From an optimization exercise on the open Yosys and OpenROAD flow, aimed at small area, a short achievable clock period and few clock cycles; shortcuts taken in it are not production practice. In this exercise RTL edits were held to simulation tests only and were not proved equivalent to the original. Power figures rest on the tool's default switching activity, not on a simulated workload.

## dai_line_decoder
module dai_line_decoder (
    input  wire        clk,
    input  wire        rst,
    input  wire        in_valid,
    output wire        in_ready,
    input  wire [7:0]  in_data,
    input  wire        in_last,
    output wire        px_valid,
    input  wire        px_ready,
    output wire [31:0] px_data,
    output wire        st_valid,
    input  wire        st_ready,
    output wire [8:0]  st_rows,
    output wire        st_brk,
    output wire [1:0]  st_fault,
    output wire [15:0] st_creg,
    output wire [3:0]  st_prevbg,
    output wire [15:0] st_unknown,
    output wire [15:0] st_text,
    output wire [15:0] st_unread
);
Size: about 1,700 cells after synthesis, ~900 flip-flops, ~130 I/O pins, about 32,000 µm² of cells after synthesis.
Settings: LEC_CHECK=0, CAP_MARGIN=20, CORE_MARGIN=2, CORE_UTILIZATION=65, CTS_CLUSTER_DIAMETER=70, CTS_CLUSTER_SIZE=30, PLACE_DENSITY=0.72, SETUP_SLACK_MARGIN=5, SLEW_MARGIN=20; clock period 7.5 ns.
standard.sh (not shown) runs the stock make flow with config.mk's settings and CLKGATE_MAP_FILE= SYNTH_SCRIPT=/design/flow/synth_recipe.tcl, a recipe that flattens the netlist after the stock synthesis.
==> flow/flow/run.sh <==
#!/bin/bash
# Own layout flow: the standard flow, with ORFS's delay cells kept out of
# everything after synthesis (so port buffers and repairs use plain buffers).
# Each tool's output goes to a log file of its own in the work folder.
set -euo pipefail

# 1. the standard synthesis, unchanged
bash standard.sh synth > synth.log 2>&1

# 2. the rest of the standard flow, with the delay cells marked don't-use
cat >> config.mk <<'MK'
export DONT_USE_CELLS += sky130_fd_sc_hd__clkdlybuf4s15_1 sky130_fd_sc_hd__clkdlybuf4s15_2 sky130_fd_sc_hd__clkdlybuf4s18_1 sky130_fd_sc_hd__clkdlybuf4s18_2 sky130_fd_sc_hd__clkdlybuf4s25_1 sky130_fd_sc_hd__clkdlybuf4s25_2 sky130_fd_sc_hd__clkdlybuf4s50_1 sky130_fd_sc_hd__clkdlybuf4s50_2 sky130_fd_sc_hd__dlygate4sd1_1 sky130_fd_sc_hd__dlygate4sd2_1 sky130_fd_sc_hd__dlygate4sd3_1 sky130_fd_sc_hd__dlymetal6s2s_1 sky130_fd_sc_hd__dlymetal6s4s_1 sky130_fd_sc_hd__dlymetal6s6s_1
MK
bash standard.sh > layout.log 2>&1
The baseline finished with timing, DRC and antenna clean.
Testbench counts at the start, summed over its fixed seeds: cycles 490,151.
Next try:
--- a/flow/config.mk
+++ b/flow/config.mk
@@ -9,7 +9,7 @@
 export CORE_MARGIN = 2
-export CORE_UTILIZATION = 65
+export CORE_UTILIZATION = 70
 export CTS_CLUSTER_DIAMETER = 70
 export CTS_CLUSTER_SIZE = 30
-export PLACE_DENSITY = 0.72
-export SETUP_SLACK_MARGIN = 5
+export PLACE_DENSITY = 0.76
+export SETUP_SLACK_MARGIN = 4.8
 export SLEW_MARGIN = 20
The changed run finished with timing, DRC and antenna clean.
Routed wire length goes down by 21%.
Die area goes down by about 7%.
Setup slack improves by 0.032 ns.
Maximum frequency goes up by about 1.2%.
Via count goes down by 11%.
Global-route usage goes up by 0.80 points.
Final area goes down by 10%.
Sequential power stays flat.
Worst hold slack hardly moves.
Synthesized area is unchanged.
Next try:
--- a/flow/config.mk
+++ b/flow/config.mk
@@ -9,7 +9,7 @@
 export CORE_MARGIN = 2
-export CORE_UTILIZATION = 70
+export CORE_UTILIZATION = 65
 export CTS_CLUSTER_DIAMETER = 70
 export CTS_CLUSTER_SIZE = 30
-export PLACE_DENSITY = 0.76
-export SETUP_SLACK_MARGIN = 4.8
+export PLACE_DENSITY = 0.72
+export SETUP_SLACK_MARGIN = 4.9
 export SLEW_MARGIN = 20
Effect: Clock-buffer cell count is higher by 9. Setup slack is worse by 0.021 ns. Global-route usage is lower by 2.6 points. Via count is higher by 3.7%.

---

Another version of the RTL of dai_line_decoder (not shown whole).
Size: ~1800 cells after synthesis, ~130 I/O pins, ~32000 um2 of cells after synthesis.
clock: 7.5 ns
lec_check: 0
cap_margin: 20
core_margin: 2
core_utilization: 65
cts_cluster_diameter: 70
cts_cluster_size: 30
place_density: 0.72
setup_slack_margin: 4.6
slew_margin: 20
run.sh (not shown) runs the stock make flow with config.mk's settings and CLKGATE_MAP_FILE= SYNTH_SCRIPT=/design/flow/synth_recipe.tcl, a recipe that flattens the netlist after the stock synthesis.
Stock flow here: none of the scripts above is used.
Testbench counts at the start, summed over its fixed seeds: cycles 490,151.
Next try:
CORE_UTILIZATION = 50   (was 65)
PLACE_DENSITY = 0.6   (was 0.72)
Design area went up slightly.
Setup slack got worse by 0.026 ns.
Total power went up by a few percent.
Die area went up by a quarter to a third.
Via count went down slightly.
Wire length went down slightly.
Synthesized cell count does not change.

---

dai_line_decoder again, from the RTL that the note above started with.
Settings: LEC_CHECK=0, CAP_MARGIN=20, CORE_MARGIN=2, CORE_UTILIZATION=65, CTS_CLUSTER_DIAMETER=70, CTS_CLUSTER_SIZE=30, PLACE_DENSITY=0.72, SETUP_SLACK_MARGIN=4.85, SLEW_MARGIN=20; clock period 7.5 ns.
Testbench counts at the start, summed over its fixed seeds: cycles 490,151.
Edit:
==> flow/flow/run.sh (new file) <==
#!/bin/bash
# Own layout flow: the standard flow, with ORFS's delay cells kept out of
# everything after synthesis (so port buffers and repairs use plain buffers).
# Each tool's output goes to a log file of its own in the work folder.
set -euo pipefail

# 1. the standard synthesis, unchanged
bash standard.sh synth > synth.log 2>&1

# 2. the rest of the standard flow, with the delay cells marked don't-use
cat >> config.mk <<'MK'
export DONT_USE_CELLS += sky130_fd_sc_hd__clkdlybuf4s15_1 sky130_fd_sc_hd__clkdlybuf4s15_2 sky130_fd_sc_hd__clkdlybuf4s18_1 sky130_fd_sc_hd__clkdlybuf4s18_2 sky130_fd_sc_hd__clkdlybuf4s25_1 sky130_fd_sc_hd__clkdlybuf4s25_2 sky130_fd_sc_hd__clkdlybuf4s50_1 sky130_fd_sc_hd__clkdlybuf4s50_2 sky130_fd_sc_hd__dlygate4sd1_1 sky130_fd_sc_hd__dlygate4sd2_1 sky130_fd_sc_hd__dlygate4sd3_1 sky130_fd_sc_hd__dlymetal6s2s_1 sky130_fd_sc_hd__dlymetal6s4s_1 sky130_fd_sc_hd__dlymetal6s6s_1
MK
bash standard.sh > layout.log 2>&1
==> flow/standard.sh (new file) <==
#!/bin/bash
# synth_recipe.tcl (not shown) runs the flow's synth.tcl, then flattens the netlist and writes it again
# the make line also repeats each setting of config.mk as NAME=value (left out here)
make -C /OpenROAD-flow-scripts/flow DESIGN_CONFIG=/design/flow/config.mk WORK_HOME=/design/flow/orfs CLKGATE_MAP_FILE= SYNTH_SCRIPT=/design/flow/synth_recipe.tcl "${@:-finish}"
--- a/flow/config.mk
+++ b/flow/config.mk
@@ -13,3 +13,4 @@
 export PLACE_DENSITY = 0.72
-export SETUP_SLACK_MARGIN = 4.85
+export SETUP_SLACK_MARGIN = 4.6
 export SLEW_MARGIN = 20
+export DONT_USE_CELLS += sky130_fd_sc_hd__clkdlybuf4s15_1 sky130_fd_sc_hd__clkdlybuf4s15_2 sky130_fd_sc_hd__clkdlybuf4s18_1 sky130_fd_sc_hd__clkdlybuf4s18_2 sky130_fd_sc_hd__clkdlybuf4s25_1 sky130_fd_sc_hd__clkdlybuf4s25_2 sky130_fd_sc_hd__clkdlybuf4s50_1 sky130_fd_sc_hd__clkdlybuf4s50_2 sky130_fd_sc_hd__dlygate4sd1_1 sky130_fd_sc_hd__dlygate4sd2_1 sky130_fd_sc_hd__dlygate4sd3_1 sky130_fd_sc_hd__dlymetal6s2s_1 sky130_fd_sc_hd__dlymetal6s4s_1 sky130_fd_sc_hd__dlymetal6s6s_1
removed: flow/run.sh
The new run passed the timing, DRC and antenna checks.
Design area is lower by 7.5%.
First-iteration DRC count goes down by 16%.
Via count decreases by 7.4%.
Synthesized cell count is unchanged.
Setup slack degrades by 120 ps.
Worst hold slack is about the same.
Edit:
--- a/flow/config.mk
+++ b/flow/config.mk
@@ -13,3 +13,3 @@
 export PLACE_DENSITY = 0.72
-export SETUP_SLACK_MARGIN = 4.6
+export SETUP_SLACK_MARGIN = 4.75
 export SLEW_MARGIN = 20
Outcome: The changed run ran to the end with no violations. Sequential power is about the same. Worst setup slack improved by 46 ps. Via count climbs by 2.2%. Worst hold slack gets worse by 8.9 ps.

---

Another version of the RTL of dai_line_decoder (not shown whole).
Size in the first run: about 2100 cells after synthesis, ~900 flip-flops, roughly 130 I/O pins.
export LEC_CHECK = 0
export ABC_CLOCK_PERIOD_IN_PS = 3000
export CAP_MARGIN = 20
export CORE_MARGIN = 2
export CORE_UTILIZATION = 50
export PLACE_DENSITY = 0.6
export SETUP_SLACK_MARGIN = 4.6
export SLEW_MARGIN = 20
create_clock -name core_clock -period 7.5 [get_ports {clk}]
Stock flow here: none of the scripts above is used.
Testbench counts at the start, summed over its fixed seeds: cycles 490,095.
Then changed:
Settings changed: ABC_CLOCK_PERIOD_IN_PS 3000 to unset.
Final cell count does not change.
Synthesized area does not change.
Clock skew stays the same.
Cell area stays the same.
Wire length is unchanged.
Core utilization does not change.
Via count is unchanged.
Setup slack stays the same.
Clock power hardly moves.

---

Setup of run A:
dai_line_decoder with an RTL version that a note above also has.
For scale: roughly 1700 cells after synthesis, roughly 900 flip-flops, ~32000 um2 of cells after synthesis.
==> flow/design.v (excerpt) <==
module dai_line_decoder (
    input  wire        clk,
    input  wire        rst,
    input  wire        in_valid,
    output wire        in_ready,
    input  wire [7:0]  in_data,
    input  wire        in_last,
    output wire        px_valid,
    input  wire        px_ready,
    output wire [31:0] px_data,
    output wire        st_valid,
    input  wire        st_ready,
    output wire [8:0]  st_rows,
    output wire        st_brk,
    output wire [1:0]  st_fault,
    output wire [15:0] st_creg,
    output wire [3:0]  st_prevbg,
    output wire [15:0] st_unknown,
    output wire [15:0] st_text,
    output wire [15:0] st_unread
);
export LEC_CHECK = 0
export CAP_MARGIN = 20
export CORE_MARGIN = 2
export CORE_UTILIZATION = 65
export CTS_CLUSTER_DIAMETER = 70
export CTS_CLUSTER_SIZE = 30
export PLACE_DENSITY = 0.72
export SETUP_SLACK_MARGIN = 4.6
export SLEW_MARGIN = 20
create_clock -name core_clock -period 7.5 [get_ports {clk}]
standard.sh (not shown) runs the stock make flow with config.mk's settings and CLKGATE_MAP_FILE= SYNTH_SCRIPT=/design/flow/synth_recipe.tcl, a recipe that flattens the netlist after the stock synthesis.
==> flow/flow/run.sh <==
#!/bin/bash
# Own layout flow: the standard flow, with ORFS's delay cells kept out of
# everything after synthesis (so port buffers and repairs use plain buffers).
# Each tool's output goes to a log file of its own in the work folder.
set -euo pipefail

# 1. the standard synthesis, unchanged
bash standard.sh synth > synth.log 2>&1

# 2. the rest of the standard flow, with the delay cells marked don't-use
cat >> config.mk <<'MK'
export DONT_USE_CELLS += sky130_fd_sc_hd__clkdlybuf4s15_1 sky130_fd_sc_hd__clkdlybuf4s15_2 sky130_fd_sc_hd__clkdlybuf4s18_1 sky130_fd_sc_hd__clkdlybuf4s18_2 sky130_fd_sc_hd__clkdlybuf4s25_1 sky130_fd_sc_hd__clkdlybuf4s25_2 sky130_fd_sc_hd__clkdlybuf4s50_1 sky130_fd_sc_hd__clkdlybuf4s50_2 sky130_fd_sc_hd__dlygate4sd1_1 sky130_fd_sc_hd__dlygate4sd2_1 sky130_fd_sc_hd__dlygate4sd3_1 sky130_fd_sc_hd__dlymetal6s2s_1 sky130_fd_sc_hd__dlymetal6s4s_1 sky130_fd_sc_hd__dlymetal6s6s_1
MK
bash standard.sh > layout.log 2>&1
Both conditions hold for run A: the flow ran to the end and the final layout passed the timing, DRC and antenna checks.
Testbench counts of run A, summed over its fixed seeds: cycles 490,151.
#### Input delta (run B over run A)
diff --git a/flow/config.mk b/flow/config.mk
--- a/flow/config.mk
+++ b/flow/config.mk
@@ -14 +14 @@
-export SETUP_SLACK_MARGIN = 4.6
+export SETUP_SLACK_MARGIN = 4.8
Results
Clock-cell share of area, run A and run B: smaller value in run B. Against run A, run B comes in 1.0 points lower on sequential share of layout area. In the tables for run A and run B, final-stage net count reads higher with run B. Relative area of non-clock buffer cells in the final design (run B over run A): increase, 1.2 points. Pin count of the biggest net entering global routing delta for run B relative to run A: 39% lower. Sort run A and run B by time the worst path needs with I/O delays and setup, ascending, and run B comes first. | worst hold slack | run A vs run B | ≈ equal |. [compare] base=run A new=run B: first-iteration DRC count went up 186; worst slack at placement moved up.
--- input diff run B..run C ---
diff --git a/flow/config.mk b/flow/config.mk
--- a/flow/config.mk
+++ b/flow/config.mk
@@ -14 +14 @@
-export SETUP_SLACK_MARGIN = 4.8
+export SETUP_SLACK_MARGIN = 4.7
Findings:
- Run C and run B ended up with roughly the same power.
- Core utilization delta for run C relative to run B: 0.74 points lower
- Weighted congestion at the end of routability-driven global placement in run C is 0.0076 above run B.
- Diff run B and run C: delay of the slowest cell on the worst path lower in run C
- Compared run C against run B; post-synthesis average cell area within noise.
- Diff run B -> run C | count of clock-buffer cells in the layout | down by more than 10%
- Compared with run B, run C shows a higher clock skew after layout.

## port drivers added, routing unchanged
Ports are ideal in the flow. The routed layouts listed here were re-timed in OpenROAD. Step 1 (the two cells are an assumption about what drives the block):
set clk [get_ports {clk}]
set_driving_cell -lib_cell sky130_fd_sc_hd__clkbuf_16 $clk
set_driving_cell -lib_cell sky130_fd_sc_hd__buf_2 [delete_from_list [all_inputs] $clk]
Step 2 times the ports against the registers' clock, not the clock port: input delays grow and output delays shrink by t, the midpoint of the rising clock arrivals with the driver on. a / b / c = no drivers / after step 1 / after step 2; a / b = the first two.
run | shift t [ns] | setup slack, ns | worst setup path at the end | latest minus earliest clock arrival (ns)
the first run of note 1 | 0.672 | 4.755 / 4.696 / 4.198 | input to register | 0.037 / 0.037
the second run of note 1 | 0.649 | 4.787 / 4.743 / 4.182 | input to register | 0.026 / 0.027
the third run of note 1 | 0.673 | 4.765 / 4.704 / 4.165 | input to register | 0.035 / 0.035
the first run of note 2 | 0.666 | 4.622 / 4.558 / 4.006 | input to register | 0.038 / 0.038
the second run of note 2 | 0.671 | 4.596 / 4.557 / 3.942 | input to register | 0.031 / 0.031
the first run of note 3 | 0.668 | 4.692 / 4.676 / 4.047 | input to register | 0.035 / 0.036
the second run of note 3 | 0.657 | 4.574 / 4.585 / 3.935 | input to register | 0.025 / 0.025
the third run of note 3 | 0.669 | 4.621 / 4.631 / 3.962 | input to register | 0.036 / 0.037
the first run of note 4 | 0.699 | 3.315 / 3.315 / 3.315 | register to register | 0.034 / 0.034
the second run of note 4 | 0.699 | 3.315 / 3.315 / 3.315 | register to register | 0.034 / 0.034
run A | 0.665 | 4.566 / 4.566 / 3.946 | input to register | 0.027 / 0.027
run B | 0.672 | 4.764 / 4.703 / 4.178 | input to register | 0.032 / 0.032
run C | 0.671 | 4.704 / 4.691 / 4.073 | input to register | 0.040 / 0.040
After both steps setup and hold are still met in every run listed. The setup slack of the third run of note 3, which loses most, moves by +0.010 ns with the drivers and by -0.659 ns with both steps.
